What follows belongs to an exercise in optimizing a design on an open flow for small area, a short achievable clock period and few clock cycles; a production flow would make more cautious choices.
Function was checked by simulation only, so behaviour that the tests miss may differ from the original.
Power is estimated from default activity; no workload was simulated.

==> standard.sh <==
#!/bin/bash
# synth_recipe.tcl (not shown) runs the flow's synth.tcl, then flattens the netlist and writes it again
# the make line also repeats each setting of config.mk as NAME=value (left out here)
make -C /OpenROAD-flow-scripts/flow DESIGN_CONFIG=/design/flow/config.mk WORK_HOME=/design/flow/orfs CLKGATE_MAP_FILE= SYNTH_SCRIPT=/design/flow/synth_recipe.tcl "${@:-finish}"
==> constraint.sdc <==
create_clock -name core_clock -period 24.0 [get_ports {clk}]
set_input_delay 4.8000 -clock core_clock [delete_from_list [all_inputs] [get_ports {clk}]]
set_output_delay 4.8000 -clock core_clock [all_outputs]
set_load 0.01 [all_outputs]
==> design.v <==
module dither_core (
    input  wire        clk,
    input  wire        rst,             
    input  wire        start,
    input  wire [1:0]  cfg_mode,        
    input  wire        cfg_invert,
    input  wire        cfg_frame,
    input  wire        cfg_pack,        
    input  wire [7:0]  cfg_threshold,
    input  wire [15:0] cfg_width,
    input  wire [15:0] cfg_height,
    output reg         busy,
    output reg         done,
    output reg         error,
    input  wire        in_valid,
    output reg         in_ready,
    input  wire [15:0] in_data,
    output reg         out_valid,
    input  wire        out_ready,
    output reg  [7:0]  out_data,
    output reg         out_last
);
    localparam [15:0] FULL = 16'd65280;
    localparam        RW   = 28;           
    localparam        NV   = 60;           
    reg        idle;         
    reg [1:0]  mode;
    reg        pack;
    reg        invert;
    reg        frame;
    reg [7:0]  thr;
    reg [6:0]  wsrc;         
    reg [2:0]  wsel;         
    reg [15:0] rl;           
    reg  fs;                 
    reg  atk;                
    wire ord = mode == 2'd2;
    wire [5:0] wm1 = {wsel, 3'b111};       
    wire [1:0] lsel = wsel[2] ? wsel[1:0] : 2'd0;
    wire [5:0] lm1  = {1'b1, lsel, 3'b111};    
    reg        run;          
    reg        err_st;       
    reg        hdr_act;      
    reg [3:0]  hdr_idx;
    reg        trl_act;      
    reg [2:0]  trl_idx;
    reg        pend_full;    
    reg [7:0]  pend_data;
    reg        pend_last;
    reg [5:0]  x;            
    reg [5:0]  dcnt;         
    reg        row0, row1;   
    reg [2:0]  ym;           
    reg        vq;           
    reg [15:0] dq;
    reg        first;        
    reg        second;       
    reg        al;           
    reg        be;           
    reg        lastcol;      
    reg        penult;       
    reg        real_px;      
    reg        hdr_lag;      
    reg        pe_lag;       
    reg [6:0]  bits;
    wire start_ok = start && idle;
    reg        st1;          
    reg        wbig;         
    wire geom_bad = wbig || wsrc == 7'd0 || wsrc > 7'd64 || rl == 16'd0;
    wire lastrow = (rl == 16'd1);
    wire lastrow2 = (rl == 16'd2);
    wire padok   = (!be || pe_lag) && !(lastcol && row0 && hdr_lag);
    wire proc    = run && al && (real_px ? vq : padok);
    wire [5:0] x_inc = lastcol ? 6'd0 : x + 6'd1;
    wire [5:0] x1     = proc ? x_inc : x;
    wire       rowst  = proc && lastcol;          
    wire       run1   = run && !(rowst && lastrow);
    wire       row0_1 = rowst ? 1'b0 : row0;
    wire       row1_1 = rowst ? row0 : row1;
    wire [15:0] rl1   = rowst ? rl - 16'd1 : rl;
    wire       lastrow1 = rowst ? lastrow2 : lastrow;
    wire out_free   = !out_valid || out_ready;
    wire hdr_load   = out_free && hdr_act;
    wire hdr_act1   = hdr_act && !(hdr_load && hdr_idx == 4'd12);
    wire pend_take  = out_free && !hdr_act && pend_full;
    wire push       = proc && be;
    wire pend_full1 = push || (pend_full && !pend_take);
    wire       lwide    = (wsel < 3'd4);                   
    wire [5:0] lmw      = {3'b101, 3'b000} - {wsel + 3'd1, 3'b000};    
    wire [5:0] dcnt1    = proc ? ((lastcol && lwide) ? lmw : dcnt)
                               : ((dcnt == 6'd0) ? lm1 : dcnt - 6'd1);
    wire       al1      = (dcnt1 == 6'd0);
    wire       be1      = (x1[2:0] == 3'd7);
    wire       lastcol1 = proc ? penult : lastcol;
    wire       real1    = ({1'b0, x1} < wsrc);
    wire       pe_lag1 = !pend_full && !push;
    wire       penult1  = proc ? (x == wm1 - 6'd2) : penult;
    wire       rdyA = run1 && !(lastcol1 && lastrow1) && !(lastcol1 && lwide)
                      && (lastcol1 || ({1'b0, x1} + 7'd1 < wsrc))
                      && (x1[2:0] != 3'd6 || pe_lag1)
                      && !(penult1 && row0_1 && hdr_act);
    wire       rdyB = run1 && (dcnt1 == 6'd1) && real1 && (!be1 || pe_lag1)
                      && !(lastcol1 && row0_1 && hdr_act);
    wire       padproc1 = run1 && al1 && !real1 && (!be1 || pe_lag1)
                          && !(lastcol1 && row0_1 && hdr_act);
    wire       realgo1  = run1 && al1 && real1;
    wire       vq1      = in_valid && in_ready;
    wire       in_ready_nx = (realgo1 ? vq1 : padproc1) ? rdyA : rdyB;
    reg  [RW-1:0] vr [0:NV-1];
    reg  [RW-1:0] e1, e2, e3, e4;
    reg  [RW-1:0] tap;
    always @(*) begin
        tap = lsel[1] ? (lsel[0] ? vr[59] : vr[51]) : (lsel[0] ? vr[43] : vr[35]);
    end
    reg  signed [16:0] ea;
    reg  signed [16:0] cc;        
    reg                wb_last;   
    function signed [13:0] atk_a;
        input signed [16:0] e;
        atk_a = (e >>> 3) + $signed({13'd0, e[16] && e[2:0] != 3'd0});
    endfunction
    function rnd16;
        input signed [16:0] e;
        rnd16 = e[16] && e[3:0] != 4'd0;
    endfunction
    function [1:0] l3;
        input [3:0] r;
        l3 = (r >= 4'd11) ? 2'd2 : (r >= 4'd6) ? 2'd1 : 2'd0;
    endfunction
    function [2:0] l5;
        input [3:0] r;
        l5 = (r >= 4'd13) ? 3'd4 : (r >= 4'd10) ? 3'd3 : (r >= 4'd7) ? 3'd2 : (r >= 4'd4) ? 3'd1 : 3'd0;
    endfunction
    function [2:0] l7;
        input [3:0] r;
        l7 = (r >= 4'd14) ? 3'd6 : (r >= 4'd12) ? 3'd5 : (r >= 4'd10) ? 3'd4 : (r >= 4'd7) ? 3'd3 :
             (r >= 4'd5) ? 3'd2 : (r >= 4'd3) ? 3'd1 : 3'd0;
    endfunction
    wire signed [13:0] zl  = e3[13:0];
    wire signed [13:0] zm  = e2[13:0];
    wire signed [13:0] zr  = e1[13:0];
    wire        [3:0]  rl4 = e3[17:14];
    wire        [3:0]  rm4 = e2[17:14];
    wire        [3:0]  rr4 = e1[17:14];
    wire               rl_ = zl[13] && rl4 != 4'd0;
    wire               rm_ = zm[13] && rm4 != 4'd0;
    wire               rr_ = zr[13] && rr4 != 4'd0;
    wire               x1_0 = proc ? lastcol : first;     
    wire               m_l  = !row0_1 && !x1_0;
    wire               m_m  = !row0_1;
    wire               m_r  = !row0_1 && !lastcol1;
    wire               m_d  = !row0_1 && !row1_1;
    wire        [2:0]  l5m  = !zm[13] ?
                            ((rm4 >= 4'd13) ? 3'd4 : (rm4 >= 4'd10) ? 3'd3 : (rm4 >= 4'd7) ? 3'd2 :
                             (rm4 >= 4'd4)  ? 3'd1 : 3'd0) :
                            ((rm4 >= 4'd13) ? 3'd5 : (rm4 >= 4'd10) ? 3'd4 : (rm4 >= 4'd7) ? 3'd3 :
                             (rm4 >= 4'd4)  ? 3'd2 : (rm4 >= 4'd1) ? 3'd1 : 3'd0);
    wire        [1:0]  l3r  = m_r ? l3(rr4) : 2'd0;
    wire signed [16:0] u1 = m_l ? zl : 17'sd0;
    wire signed [16:0] u3 = m_m ? zm : 17'sd0;
    wire signed [16:0] u5 = m_r ? zr : 17'sd0;
    wire signed [16:0] u2 = fs ? $signed({u3[14:0], l3r}) : (m_d ? $signed(e2[27:14]) : 17'sd0);
    wire signed [16:0] u4 = fs ? $signed({u5[15:0], m_l && rl_}) : 17'sd0;
    wire        [2:0]  u6 = (fs && m_m) ? l5m : 3'd0;
    wire               u7 = fs && m_r && rr_;
    wire signed [16:0] c_nx = u1 + u2 + u3 + u4 + u5 + $signed({14'd0, u6}) + $signed({16'd0, u7});
    wire        in_big = (in_data[15:8] == 8'hFF) && (in_data[7:0] != 8'd0);
    wire [15:0] dq_nx  = (!real1 || in_big) ? FULL : in_data;
    wire [15:0] fval   = dq;
    wire signed [12:0] za   = ea >>> 4;
    wire signed [18:0] za19 = {{6{za[12]}}, za};
    wire signed [18:0] ea19 = {{5{ea[16]}}, ea[16:3]};
    wire signed [18:0] eb19 = {{5{vr[0][13]}}, vr[0][13:0]};
    wire        [3:0]  ra   = ea[3:0];
    wire        [2:0]  lr   = !ea[16] ?
                            ((ra >= 4'd14) ? 3'd6 : (ra >= 4'd12) ? 3'd5 : (ra >= 4'd10) ? 3'd4 :
                             (ra >= 4'd7)  ? 3'd3 : (ra >= 4'd5)  ? 3'd2 : (ra >= 4'd3)  ? 3'd1 : 3'd0) :
                            ((ra >= 4'd14) ? 3'd7 : (ra >= 4'd12) ? 3'd6 : (ra >= 4'd10) ? 3'd5 :
                             (ra >= 4'd7)  ? 3'd4 : (ra >= 4'd5)  ? 3'd3 : (ra >= 4'd3)  ? 3'd2 :
                             (ra >= 4'd1)  ? 3'd1 : 3'd0);
    wire        c8a = ea[16] && ea[2:0] != 3'd0;
    wire [18:0] op0 = {3'b000, fval};
    wire [18:0] op1 = cc;
    wire [18:0] op2 = first ? 19'd0 : fs ? {za19[15:0], lr} : ea19;
    wire [18:0] op3 = (first || (!fs && second)) ? 19'd0 : fs ? ~za19 : eb19;
    wire        b1  = !first && (fs || c8a);
    wire        b2  = 1'b0;
    wire [18:0] s1  = op0 ^ op1 ^ op3;
    wire [18:0] k1  = {(op0[17:0] & op1[17:0]) | (op0[17:0] & op3[17:0]) | (op1[17:0] & op3[17:0]), b1};
    wire [18:0] s2  = s1 ^ k1 ^ op2;
    wire [18:0] k2  = {(s1[17:0] & k1[17:0]) | (s1[17:0] & op2[17:0]) | (k1[17:0] & op2[17:0]), b2};
    wire [8:0]  vlo = s2[7:0] + k2[7:0];
    wire        c8  = vlo[8];
    wire [10:0] v_hi = s2[18:8] + k2[18:8] + {10'd0, c8};
    wire [10:0] nthr = -{3'b000, thr};
    wire [10:0] sT  = s2[18:8] ^ k2[18:8] ^ nthr;
    wire [10:0] kT  = {(s2[17:8] & k2[17:8]) | (s2[17:8] & nthr[9:0]) | (k2[17:8] & nthr[9:0]), 1'b0};
    wire [10:0] vt_hi = sT + kT + {10'd0, c8};
    wire        d_white = !vt_hi[10];
    wire [10:0] kwc = 11'h701;                  
    wire [10:0] sW  = s2[18:8] ^ k2[18:8] ^ kwc;
    wire [10:0] kW  = {(s2[17:8] & k2[17:8]) | (s2[17:8] & kwc[9:0]) | (k2[17:8] & kwc[9:0]), 1'b0};
    wire [10:0] vw_hi = sW + kW + {10'd0, c8};
    wire signed [18:0] v = {v_hi, vlo[7:0]};
    wire signed [16:0] e_new = {d_white ? vw_hi[8:0] : v_hi[8:0], vlo[7:0]};
    wire [7:0]  fh    = fval[15:8];
    wire [5:0]  bm    = {x[0] ^ ym[0], ym[0], x[1] ^ ym[1], ym[1], x[2] ^ ym[2], ym[2]};
    wire        o_black = ({2'b00, fh} + 10'd126) < ({2'b00, bm, 2'b00} + {2'b00, thr});
    wire        n_black = (fh < thr);
    wire        p_black = real_px && (dq != 16'd0);
    wire        black   = pack ? p_black : (fs || atk) ? !d_white : ord ? o_black : n_black;
    wire        pix_bit = pack ? black : (black ^ invert);
    reg [7:0] hdr_byte;
    always @(*) begin
        case (hdr_idx)
            4'd0:  hdr_byte = 8'h1B;
            4'd1:  hdr_byte = 8'h40;
            4'd2:  hdr_byte = 8'h1B;
            4'd3:  hdr_byte = 8'h61;
            4'd4:  hdr_byte = 8'h01;
            4'd5:  hdr_byte = 8'h1D;
            4'd6:  hdr_byte = 8'h76;
            4'd7:  hdr_byte = 8'h30;
            4'd8:  hdr_byte = 8'h00;
            4'd9:  hdr_byte = {4'b0, 1'b0, wsel} + 8'd1;
            4'd10: hdr_byte = 8'h00;
            4'd11: hdr_byte = rl[7:0];
            default: hdr_byte = rl[15:8];
        endcase
    end
    reg [7:0] trl_byte;
    always @(*) begin
        case (trl_idx)
            3'd0, 3'd3: trl_byte = 8'h1B;
            3'd1, 3'd4: trl_byte = 8'h64;
            default:    trl_byte = 8'h02;
        endcase
    end
    wire [2:0] cfg_wsel = cfg_width[5:3] - {2'b0, cfg_width[2:0] == 3'd0};
    integer i;
    always @(posedge clk) begin
        if ((proc && !first) || wb_last)
            vr[0] <= atk ? {e4[13:0], atk_a(ea)} : {{(RW-18){1'b0}}, ea[3:0], ea[16], ea[16:4]};
        else
            vr[0] <= e4;
        for (i = 1; i < NV; i = i + 1)
            vr[i] <= vr[i-1];
        e1 <= tap;
        e2 <= e1;
        e3 <= e2;
        e4 <= e3;
        cc <= c_nx;
        dq <= dq_nx;
        if (idle) begin
            mode   <= cfg_mode;
            pack   <= cfg_pack;
            fs     <= !cfg_pack && cfg_mode == 2'd0;
            atk    <= !cfg_pack && cfg_mode == 2'd1;
            invert <= cfg_invert;
            frame  <= cfg_frame;
            thr    <= cfg_threshold;
            wsrc   <= cfg_width[6:0];
            wsel   <= cfg_wsel;
            rl     <= cfg_height;
            x      <= 6'd0;
            dcnt   <= 6'd2;
            wbig   <= cfg_width[15:7] != 9'd0;
            row0   <= 1'b1;
            row1   <= 1'b0;
            ym     <= 3'd0;
            first  <= 1'b1;
            second <= 1'b0;
            al      <= 1'b0;
            be      <= 1'b0;
            lastcol <= 1'b0;
            penult  <= 1'b0;
            real_px <= 1'b1;
        end else begin
            al      <= al1;
            be      <= be1;
            lastcol <= lastcol1;
            penult  <= (x1 == wm1 - 6'd1);
            real_px <= real1;
            x  <= x1;
            dcnt <= dcnt1;
            rl <= rl1;
            row0 <= row0_1;
            row1 <= row1_1;
            if (rowst)
                ym <= ym + 3'd1;
            if (proc) begin
                first  <= lastcol;
                second <= first;
            end
        end
        wb_last <= proc && lastcol;
        if (proc) begin
            ea <= e_new;
            if (be)
                pend_data <= {bits, pix_bit};
            else
                bits <= {bits[5:0], pix_bit};
            if (be)
                pend_last <= lastcol && lastrow && !frame;
        end
        hdr_lag <= hdr_act;
        pe_lag  <= pe_lag1;
    end
    always @(posedge clk) begin
        if (rst) begin
            busy      <= 1'b0;
            idle      <= 1'b1;
            done      <= 1'b0;
            error     <= 1'b0;
            in_ready  <= 1'b0;
            out_valid <= 1'b0;
            out_last  <= 1'b0;
            run       <= 1'b0;
            err_st    <= 1'b0;
            st1       <= 1'b0;
            hdr_act   <= 1'b0;
            trl_act   <= 1'b0;
            pend_full <= 1'b0;
            vq        <= 1'b0;
        end else begin
            done  <= 1'b0;
            error <= 1'b0;
            vq    <= in_valid && in_ready;
            st1 <= start_ok;
            if (start_ok) begin
                busy    <= 1'b1;
                idle    <= 1'b0;
                hdr_idx <= 4'd0;
                trl_idx <= 3'd0;
                run     <= 1'b1;
                in_ready <= 1'b0;
            end else if (st1 && geom_bad) begin
                run      <= 1'b0;
                in_ready <= 1'b0;
                err_st   <= 1'b1;
            end else begin
                if (st1)
                    hdr_act <= frame;
                in_ready <= in_ready_nx;
                run      <= run1;
                if (rowst && lastrow)
                    trl_act <= frame;
                if (err_st) begin
                    err_st <= 1'b0;
                    busy   <= 1'b0;
                    idle   <= 1'b1;
                    done   <= 1'b1;
                    error  <= 1'b1;
                end
                pend_full <= pend_full1;
                if (out_free) begin
                    if (hdr_act) begin
                        out_valid <= 1'b1;
                        out_data  <= hdr_byte;
                        out_last  <= 1'b0;
                        hdr_idx   <= hdr_idx + 4'd1;
                        if (hdr_idx == 4'd12)
                            hdr_act <= 1'b0;
                    end else if (pend_full) begin
                        out_valid <= 1'b1;
                        out_data  <= pend_data;
                        out_last  <= pend_last;
                    end else if (trl_act && !run) begin
                        out_valid <= 1'b1;
                        out_data  <= trl_byte;
                        out_last  <= (trl_idx == 3'd5);
                        trl_idx   <= trl_idx + 3'd1;
                        if (trl_idx == 3'd5)
                            trl_act <= 1'b0;
                    end else begin
                        out_valid <= 1'b0;
                        if (busy && !run && !err_st && !trl_act) begin
                            busy <= 1'b0;
                            idle <= 1'b1;
                            done <= 1'b1;
                        end
                    end
                end
            end
        end
    end
endmodule
==> flow/run.sh <==
#!/bin/bash
# Own layout flow: the standard synthesis and ORFS steps, with the timing
# repair asked to keep a setup margin (the clock and constraints are the standard flow's).
set -euo pipefail
bash standard.sh synth > synth.log 2>&1
bash standard.sh SETUP_SLACK_MARGIN=18 "BUFFER_PORTS_ARGS=-buffer_cell sky130_fd_sc_hd__buf_2" \
  "CTS_ARGS=-sink_clustering_enable -repair_clock_nets -sink_clustering_size 40 -sink_clustering_max_diameter 40 -dont_use_dummy_load -sink_clustering_buffer sky130_fd_sc_hd__clkbuf_16" \
  finish > layout.log 2>&1
==> config.mk <==
export PLATFORM = sky130hd
export DESIGN_NAME = dither_core
export DESIGN_NICKNAME = dither_core
export VERILOG_FILES = /design/flow/design.v
export SDC_FILE = /design/flow/constraint.sdc
export NUM_CORES = 8
export LEC_CHECK = 0
export CAP_MARGIN = 20
export CORE_MARGIN = 2
export CORE_UTILIZATION = 60
export PLACE_DENSITY = 0.75
export SLEW_MARGIN = 20
==> impl_metrics.tcl, run 1 <==
set metrics [dict create \
    status "timing/DRC/antenna clean" \
    dieHeight_um 295 \
    setup_viol 0 \
    cts_buffers 138 \
    syn_area_um2 50800 \
    fmax_mhz 165 \
    path_cells "buf_2" \
    peakVddDrop_v 0.0000743 \
    clock_tree.buffer_depth 3 \
    drt.antenna.violating_nets 0 \
    ctsHtreeMaxLevel 4 \
    crit_slowest_cell "edfxtp_1" \
    wirelength_um 84900 \
    rrSetupSlack_ns 18.27 \
    endpoint_kind "output pin" \
    cpLargestDelayFamily "flip-flops" \
    final_nets 3950 \
    synth-seq-cells 1956 \
    yosysWarnings 2 \
    dr_total_vias 23700 \
    n_antenna_cell 0 \
    firstDrtPassIters 5 \
    synthesis.nets 3772 \
    power.leakage_uw 0.0234 \
    synth_top_cell_area_share_pct 73.5 \
    dp_hpwl_um 51100 \
    rsz0062_at_grt "true" \
    clk_pin_slew_ns 0.07 \
    synth-compound-area-share_pct 4.62 \
    cp_data_arrival_time_ns 1.27 \
    core_area_um2 83700 \
    clkLatencyLatePin_ns 0.75 \
    start_kind "flop" \
    ys_types 80 \
    fp.dieArea_um2 87000 \
    synth_top_family_by_area "adder cells" \
    fin_tns_setup_ns 0 \
    synth-xor-area-share_pct 1.76 \
    dieWidth_um 295 \
    ioPinCount 80 \
    viasPerCell 4.94 \
    max_stage_delay_ns 0.38 \
    async_flop_share_pct 0 \
    syn_to_final_growth_pct 10.6 \
    hold_class "reg2reg" \
    path_max_fanout 1 \
    finalCritPeriodShare_pct 25.3 \
    io_buffers 79 \
    max-slew-margin-rel_pct 38.7 \
    drive_gt1_share_pct 8.23 \
    p_total_uw 5830 \
    grt_pass1_vias 24300 \
    root_buffer "clkbuf_16" \
    synth_most_common_cell "dfxtp_1" \
    yosysTopAreaCell "dfxtp_1" \
    cellPowerDensity_nw_per_um2 104 \
    grt_antenna_before_repair 6 \
    synthAdderAreaFrac_pct 7.06 \
    gr-usage-all-layers_pct 20.0 \
    path_class "reg2out" \
    cts_tree "built" \
    drt_iter0_drc 1467 \
    grt_remaining_overflow 0 \
    period_needed_ns 6.07 \
    synth-simple-area-share_pct 5.27 \
    maxCapViolCount 0 \
    finalHoldViolations 0 \
    synthMuxAreaShare_pct 0.604 \
    gp_congestion 0.896 \
    synth_flop_cell "dfxtp_1" \
    drc 0 \
    worst-path-buf-inv 1 \
    required_ns 19.20 \
    fillers 5663 \
    rows 106 \
    post_drt_wl_per_cell_um 17.7 \
    grt_pass1_wl_um 133000 \
    ys_seq_area_share_pct 78.9 \
    fin_worst_skew_ns 0.108 \
    hold_buffers 0 \
    grt_max_degree 84 \
    cts_sinks 1956 \
    netlist_instances 3482 \
    drv_slew 0 \
    start_util_pct 60.7 \
    synth.avg_cell_area_um2 14.6 \
    synth_edf_count 90 \
    synth_top_cells_by_count "1866 x dfxtp_1, 224 x nand2_1, 170 x inv_1" \
    tightest_slew_ns 0.919 \
    synthTopCellsByArea "dfxtp_1 74%, edfxtp_1 5.3%, fa_1 4.1%" \
]
## cell families (layout without fill, tap and decap cells)
kind of cell,count (synthesis),after routing
buffers and inverters,241,416
adders and majority gates,225,225
and+or+nand+nor,559,560
DFF,1956,1956
AOI/OAI and AO/OA,369,369
muxes,30,30
xor gates and xnor gates,102,102
## where the power goes
| part | total (uW) | switching (uW) | internal [uW] |
|---|---|---|---|
| clock | 1990 | 980 | 1010 |
| sequential | 3670 | 115 | 3560 |
| combinational | 163 | 101 | 62.4 |
## path summary, 6_finish.rpt
| check | cells past startpoint | to | start |
|---|---|---|---|
| worst max-delay path | 1 | out_data[3] | out_data[3] |
| worst min-delay path | 0 | vr[18][5] | vr[17][5] |
| worst max register to register | 23 | cc[13] | lastcol |
| worst min register to register | 0 | vr[18][5] | vr[17][5] |
## state kept, by name, summed over array words and instances, names as in the netlist, 16 cells and up
name  count
e3       28
e2       28
vr     1680
e4       28
cc       17
rl       16
ea       17
dq       16
e1       28
## placed cells by master (no fill, tap or decap), types with 33 or more instances in the layout
| master | instances |
|---|---|
| and2_1 | 57 |
| a31oi_1 | 37 |
| xnor2_1 | 69 |
| ha_1 | 121 |
| a21oi_1 | 79 |
| edfxtp_1 | 90 |
| clkbuf_16 | 139 |
| nand2_1 | 220 |
| xor2_1 | 33 |
| buf_2 | 76 |
| dfxtp_1 | 1860 |
| inv_1 | 169 |
| nor2_1 | 93 |
| o21ai_0 | 96 |
| fa_1 | 103 |
## through the flow
| step | std cells | area, um2 | hold slack (ns) | worst slack (ns) | util, % |
|---|---|---|---|---|---|
| 2_1_floorplan | 3482 | 50800 | 0.310 | 18.03 | - |
| 3_3_place_gp | 4642 | 52500 | 0.310 | 16.92 | 62.7 |
| 4_1_cts | 4787 | 56100 | 0.245 | 17.89 | 67.0 |
| 3_5_place_dp | 4642 | 52500 | 0.312 | 16.76 | 62.7 |
| 6_report | 4792 | 56200 | 0.252 | 17.93 | 67.1 |
| 5_1_grt | 4792 | 56200 | 0.255 | 17.89 | 67.1 |
## cell type report
type	instances	area, um2	area share, %
repair inverters	2	13.8	0.0245
flip-flops and latches	1956	40100	71.3
clock buffers	138	3450	6.15
repair buffers	104	639	1.14
multi-input cells	1286	9910	17.6
well taps	1134	1420	2.53
inverters	172	667	1.19
## metal layers
layer / vias up / track usage [%] / part of all wire (%)
met3: 199 / 4.72 / 6.0
met5: - / 0 / 0.015
met2: 574 / 31.5 / 46
met4: 2 / 8.01 / 3.1
met1: 11300 / 26.9 / 45
li1: 11600 / - / -
## what timing repair did
item	4_1_cts	5_1_grt
setup buffers	5	3
gates resized for setup	20	13
gates cloned	2	2
endpoints found under the setup margin	34	14
pin swaps	1	2
Testbench counts, summed over its fixed seeds: cycles 111,708.
==> run 2: changes to the inputs <==
==> flow/run.sh (replaced) <==
#!/bin/bash
# Own layout flow: the standard synthesis and ORFS steps, with the timing
# repair asked to keep a setup margin (the clock and constraints are the standard flow's).
set -euo pipefail
bash standard.sh synth > synth.log 2>&1
bash standard.sh SETUP_SLACK_MARGIN=18 "BUFFER_PORTS_ARGS=-buffer_cell sky130_fd_sc_hd__buf_2" \
  "CTS_ARGS=-sink_clustering_enable -repair_clock_nets -sink_clustering_size 30 -sink_clustering_max_diameter 45 -dont_use_dummy_load -sink_clustering_buffer sky130_fd_sc_hd__clkbuf_16" \
  finish > layout.log 2>&1
==> run 2 against run 1 <==
Critical endpoint unchanged. Still clean on timing, DRC and antenna. Worst hold slack better by 0.0068 ns. Highest routed layer unchanged. Largest cell class unchanged. Global-route usage shrank 0.43 points. Via count is 0.89% lower. Largest power group unchanged. Register-to-register slack got worse by 0.02 ns.
==> impl_metrics.tcl, run 2 <==
set metrics [dict create \
    setup_viol 0 \
    drt_iter0_drc 1466 \
    fillers 5681 \
    firstDrtPassIters 6 \
    grt_antenna_before_repair 4 \
    n_antenna_cell 0 \
    synthesis.nets 3772 \
    layout_commonest_cell "dfxtp_1" \
    maxCapViolCount 0 \
    dieHeight_um 295 \
    synth_most_common_cell "dfxtp_1" \
    drt.antenna.violating_nets 0 \
    required_ns 19.20 \
    syn_area_um2 50800 \
    hold_class "reg2reg" \
    cp_data_arrival_time_ns 1.21 \
    max_stage_delay_ns 0.38 \
    crit_slowest_cell "edfxtp_1" \
    largest_register_ffs 1680 \
    cts_buffers 119 \
    grt_pass1_wl_um 131000 \
    mostFrequentLayoutCells "1863 x dfxtp_1, 220 x nand2_1, 169 x inv_1" \
    dieWidth_um 295 \
    tightest_slew_ns 0.920 \
    drv_slew 0 \
    status "timing/DRC/antenna clean" \
    cts_sinks 1956 \
    dpl_cell_area_um2 52500 \
    path_class "reg2out" \
    wirelength_um 84000 \
    cellPowerDensity_nw_per_um2 102 \
    clk_pin_slew_ns 0.06 \
    clkLatencyLatePin_ns 0.72 \
    path_cells "buf_2" \
    post_drt_wl_per_cell_um 17.6 \
    root_buffer "clkbuf_16" \
    finalCritPeriodShare_pct 25.0 \
    dr_total_vias 23500 \
    synth_top_cells_by_count "1866 x dfxtp_1, 224 x nand2_1, 170 x inv_1" \
    gr-usage-all-layers_pct 19.6 \
    cpLargestDelayFamily "flip-flops" \
    hold_buffers 0 \
    period_needed_ns 6.01 \
    synth-seq-cells 1956 \
    stdcell_area_um2 55600 \
    rows 106 \
    peakVddDrop_v 0.0000754 \
    max-slew-margin-rel_pct 38.7 \
    syn_to_final_growth_pct 9.54 \
    synthTopCellsByArea "dfxtp_1 74%, edfxtp_1 5.3%, fa_1 4.1%" \
    fin_tns_setup_ns 0 \
    start_kind "flop" \
    grt_max_degree 84 \
    ioPinCount 80 \
    yosysTopAreaCell "dfxtp_1" \
    ys_seq_area_share_pct 78.9 \
    synth_flop_cell "dfxtp_1" \
    grt_pass1_vias 23600 \
    gp_congestion 0.896 \
    rrSetupSlack_ns 18.25 \
    power.leakage_uw 0.0231 \
    io_buffers 79 \
    worst-path-buf-inv 1 \
    yosysWarnings 2 \
    ctsHtreeMaxLevel 3 \
    endpoint_kind "output pin" \
    netlist_instances 3482 \
    path_max_fanout 1 \
    dp_hpwl_um 51100 \
    start_util_pct 60.7 \
    ys_types 80 \
    rsz0062_at_grt "true" \
    finalHoldViolations 0 \
    fmax_mhz 166 \
    fin_worst_skew_ns 0.125 \
    final_nets 3927 \
    viasPerCell 4.92 \
    multiInputGateArea_um2 9910 \
    grt_remaining_overflow 0 \
    fp.dieArea_um2 87000 \
    regMostFlops "vr" \
    async_flop_share_pct 0 \
    synth_top_cell_area_share_pct 73.5 \
    drc 0 \
    core_area_um2 83700 \
    clock_tree.buffer_depth 3 \
    drive_gt1_share_pct 7.57 \
    synth.avg_cell_area_um2 14.6 \
    synth_edf_count 90 \
    cts_tree "built" \
    regArea_um2 40100 \
]
run 2: cell counts after synthesis:
Identical to the previous run, type by type.
run 2: what timing repair did:
item                                    in CTS  in global routing
gates cloned                                 2                  1
pin swaps                                    1                  1
buffers inserted                             3                  2
endpoints found under the setup margin      30                 14
gates resized for setup                     14                 12
run 2: worst register-to-register path: stages (launching register included):
cell,delay (ns)
dfxtp_4,0.39
and3_4,0.18
o31ai_4,0.22
nand2_4,0.13
inv_12,0.17
nand2_4,0.11
inv_4,0.14
nor2b_4,0.08
buf_4,0.20
nor3_2,0.21
buf_6,0.19
nand2_1,0.10
fa_1,0.53
inv_1,0.05
fa_1,0.46
fa_1,0.46
ha_1,0.28
a21o_1,0.19
a21oi_1,0.23
nor2b_1,0.09
or4_1,0.51
a311oi_4,0.32
o21ba_2,0.17
o21bai_1,0.07
xor2_1,0.15
run 2: metrics by stage:
| step | setup WS [ns] | std cells | power, uW | hold slack, ns | utilization, % |
|---|---|---|---|---|---|
| 5_1_grt | 17.92 | 4769 | 5850 | 0.253 | 66.5 |
| 3_3_place_gp | 16.92 | 4642 | 3880 | 0.310 | 62.7 |
| 6_report | 17.99 | 4769 | 5650 | 0.259 | 66.5 |
| 4_1_cts | 17.93 | 4766 | 5700 | 0.236 | 66.4 |
| 2_1_floorplan | 18.03 | 3482 | 3790 | 0.310 | - |
| 3_5_place_dp | 16.76 | 4642 | 3890 | 0.312 | 62.7 |
run 2: kinds of logic after synthesis:
family                     share of synthesized area (%)
DFF                                                 78.9
and+or+nand+nor                                     5.27
AOI/OAI and AO/OA                                   4.62
buffers and inverters                               1.81
adders and majority gates                           7.06
xor gates and xnor gates                            1.76
muxes                                              0.604
run 2: cell type report:
type	count	share of cell area [%]
clock buffers	119	5.35
inverters	172	1.19
multi-input cells	1286	17.8
flip-flops and latches	1956	72.0
well taps	1134	2.55
repair buffers	101	1.07
repair inverters	1	0.00900
run 2: final timing paths:
path / start / endpoint / cells past startpoint
worst max-delay path: out_data[3] / out_data[3] / 1
worst min-delay path: vr[21][27] / vr[22][27] / 0
worst max register to register: lastcol / cc[13] / 24
worst min register to register: vr[21][27] / vr[22][27] / 0
run 2: metal layers:
| layer | track usage [%] | vias to the layer above | routed length, um |
|---|---|---|---|
| met5 | 0 | - | 11 |
| met4 | 6.31 | 2 | 2440 |
| met3 | 4.35 | 164 | 4790 |
| met2 | 30.8 | 559 | 38300 |
| met1 | 27.1 | 11200 | 38500 |
| li1 | - | 11500 | - |
run 2: where the power goes:
part	leakage (uW)	switching (uW)	internal, uW
Sequential	0.0162	115	3560
Combinational	0.00546	100	62.1
Clock	0.00147	947	871
==> run 3: changes to the inputs <==
==> flow/run.sh (replaced) <==
#!/bin/bash
# Own layout flow: the standard synthesis and ORFS steps, with the timing
# repair asked to keep a setup margin (the clock and constraints are the standard flow's).
set -euo pipefail
bash standard.sh synth > synth.log 2>&1
bash standard.sh SETUP_SLACK_MARGIN=18 "BUFFER_PORTS_ARGS=-buffer_cell sky130_fd_sc_hd__buf_2" \
  "CTS_ARGS=-sink_clustering_enable -repair_clock_nets -sink_clustering_size 20 -sink_clustering_max_diameter 60 -dont_use_dummy_load -sink_clustering_buffer sky130_fd_sc_hd__clkbuf_8 -distance_between_buffers 400" \
  finish > layout.log 2>&1
==> run 3 against run 2 <==
Still clean on timing, DRC and antenna. Total power is 8.9% lower. Sequential share of layout area is 1.7 points higher. Combinational power hardly changed. First-iteration DRC count is 2.0% higher. Design area is 2.3% lower. Worst setup slack better by 0.044 ns. Via count is 1.2% lower. Final cell count hardly changed. Synthesized cell count stayed put. Sequential cell count stayed put.
==> impl_metrics.tcl, run 3 <==
set metrics [dict create \
    grt_remaining_overflow 0 \
    rows 106 \
    fp.dieArea_um2 87000 \
    rrSetupSlack_ns 18.29 \
    synth_flop_cell "dfxtp_1" \
    grt_antenna_before_repair 3 \
    synth-xor-area-share_pct 1.76 \
    synth_top_cell_area_share_pct 73.5 \
    syn_area_um2 50800 \
    cp_data_arrival_time_ns 1.16 \
    r2r_start "lastcol" \
    fin_tns_setup_ns 0 \
    max-slew-margin-rel_pct 40.4 \
    synth_top_cells_by_count "1866 x dfxtp_1, 224 x nand2_1, 170 x inv_1" \
    place_inst 4642 \
    fmax_mhz 168 \
    io_buffers 79 \
    endpoint_kind "output pin" \
    met3_usage_pct 3.78 \
    power.leakage_uw 0.0226 \
    cts_sinks 1956 \
    power.sequential.fraction_pct 71.1 \
    drive_gt1_share_pct 7.62 \
    gp_congestion 0.896 \
    swShare_pct 20.8 \
    drt.antenna.violating_nets 0 \
    hp-start "vr[5][27]" \
    clock_tree.buffer_depth 3 \
    regMostFlops "vr" \
    drt_iter0_drc 1496 \
    min_path_cells 0 \
    ctsHtreeMaxLevel 3 \
    path_max_fanout 1 \
    yosysWarnings 2 \
    setup_viol 0 \
    largest_register_ffs 1680 \
    layout_commonest_cell "dfxtp_1" \
    mostFrequentLayoutCells "1862 x dfxtp_1, 220 x nand2_1, 169 x inv_1" \
    synthesis.nets 3772 \
    core_area_um2 83700 \
    synthTopCellsByArea "dfxtp_1 74%, edfxtp_1 5.3%, fa_1 4.1%" \
    synth_edf_count 90 \
    synth-seq-cells 1956 \
    finalCritPeriodShare_pct 24.8 \
    finalHoldViolations 0 \
    drv_slew 0 \
    grt_pass1_vias 22800 \
    grt_pass1_wl_um 123000 \
    synthAdderAreaFrac_pct 7.06 \
    grt_busiest_layer "met2" \
    tightest_slew_ns 0.894 \
    maxCapViolCount 0 \
    reg2regPathDepth 26 \
    max_stage_delay_ns 0.39 \
    synth-compound-area-share_pct 4.62 \
    final_cells 4770 \
    ioPinCount 80 \
    path_cells "buf_2" \
    clk_pin_slew_ns 0.11 \
    fin_worst_skew_ns 0.0625 \
    period_needed_ns 5.96 \
    rsz0062_at_grt "true" \
    cpLargestDelayFamily "flip-flops" \
    async_flop_share_pct 0 \
    root_buffer "clkbuf_16" \
    hold_buffers 0 \
    hold_class "reg2reg" \
    yosysTopAreaCell "dfxtp_1" \
    crit_slowest_cell "edfxtp_1" \
    synthMuxAreaShare_pct 0.604 \
    comb_power_share_pct 3.1 \
    gr-usage-all-layers_pct 18.2 \
    required_ns 19.20 \
    synth.avg_cell_area_um2 14.6 \
    gr-usage-met2_pct 27.1 \
    syn_to_final_growth_pct 7.03 \
    synth_top_family_by_area "adder cells" \
    peakVddDrop_v 0.0000726 \
    groute.layer.met1.usage_pct 26.6 \
    dieHeight_um 295 \
    dr_total_vias 23200 \
    wirelength_um 78500 \
    grt_max_degree 84 \
    holdPathEnd "vr[6][27]" \
    cts_buffers 113 \
    dp_hpwl_um 51100 \
    start_util_pct 60.7 \
    ys_seq_area_share_pct 78.9 \
    status "timing/DRC/antenna clean" \
    clkLatencyLatePin_ns 0.65 \
    path_class "reg2out" \
    dieWidth_um 295 \
    post_drt_wl_per_cell_um 16.5 \
    start_kind "flop" \
    pwr-share-clk_pct 25.8 \
    cts_tree "built" \
    netlist_instances 3482 \
    drc 0 \
    regToRegEndpoint "cc[14]" \
    synth-simple-area-share_pct 5.27 \
    synth_most_common_cell "dfxtp_1" \
    firstDrtPassIters 5 \
    final_nets 3927 \
    p_sw_uw 1070 \
    ys_types 80 \
    power.internal_uw 4080 \
    cellPowerDensity_nw_per_um2 94.7 \
    worst-path-buf-inv 1 \
    viasPerCell 4.86 \
]
==> run 3: cell type report <==
cell class	instances	area [um2]
repair inverters	2	13.8
inverters	172	667
well taps	1134	1420
fillers	5906	29300
diodes	1	2.50
clock buffers	113	1660
repair buffers	106	632
flip-flops and latches	1956	40100
multi-input cells	1286	9900
==> run 3: routing by layer <==
layer	part of all wire [%]	vias to the layer above
met3	5.5	157
met4	3.1	0
met1	48	11000
met2	43	494
met5	0	-
li1	-	11500
==> run 3: cells by family (layout without fill, tap and decap cells) <==
family | Yosys count | in the layout
xor gates and xnor gates | 102 | 102
buffers and inverters | 241 | 393
AOI/OAI and AO/OA | 369 | 369
DFF | 1956 | 1956
muxes | 30 | 30
and+or+nand+nor | 559 | 560
other | 0 | 1
adders and majority gates | 225 | 225
==> run 3: worst max-delay path by stage <==
stage / depth (start not counted) / endpoint / slack, ns / from
final: 1 / out_data[3] / 18.04 / out_data[3]
after global routing: 1 / out_data[3] / 17.97 / out_data[3]
after CTS: 1 / out_data[3] / 17.98 / out_data[3]
after detailed placement: 23 / cc[13] / 16.76 / lastcol
after global placement: 23 / cc[13] / 16.92 / lastcol
after floorplan: 6 / out_last / 18.03 / start
==> run 3: power groups by stage <==
stage	Sequential (uW)	Combinational (uW)	Clock [uW]
final	3660	160	1330
after detailed placement	3740	156	0
after global placement	3730	152	0
after CTS	3670	158	1370
after global routing	3690	178	1480
after floorplan	3680	107	0
==> run 3: metrics by stage <==
stage | power [uW] | hold WS, ns | area (um2) | util, % | setup WS [ns]
global route | 5350 | 0.293 | 54400 | 65.0 | 17.97
floorplan | 3790 | 0.310 | 50800 | - | 18.03
detailed placement | 3890 | 0.312 | 52500 | 62.7 | 16.76
CTS | 5200 | 0.290 | 54200 | 64.8 | 17.98
global placement | 3880 | 0.310 | 52500 | 62.7 | 16.92
finish | 5150 | 0.291 | 54400 | 65.0 | 18.04
==> run 3: what timing repair did <==
action,CTS,global route
pin swaps,2,3
endpoints found under the setup margin,24,11
hold endpoints to repair,0,0
gates resized for setup,14,14
buffers inserted,4,6
cloned,2,2

re-timing with driven ports:
Ports are ideal in the flow. The routed layouts listed here were re-timed in OpenROAD. Step 1 assumes that a clkbuf_16 drives the clock port and a buf_2 every other input. Step 2 times the ports against the registers' clock, not the clock port: input delays grow and output delays shrink by t, the midpoint of the rising clock arrivals with the driver on. Slacks: ideal / step 1 / step 2; pairs: ideal / step 1.
run | t, ns | setup slack, ns | worst data-port slew with drivers (ns)
run 1 | 0.776 | 17.933 / 17.862 / 17.841 | 0.04
run 2 | 0.731 | 17.993 / 17.925 / 17.805 | 0.04
run 3 | 0.683 | 18.037 / 17.972 / 17.810 | 0.04
After both steps every run listed still meets setup and hold. The setup slack of run 3, which loses most, moves by -0.065 ns with the drivers and by -0.227 ns with both steps.
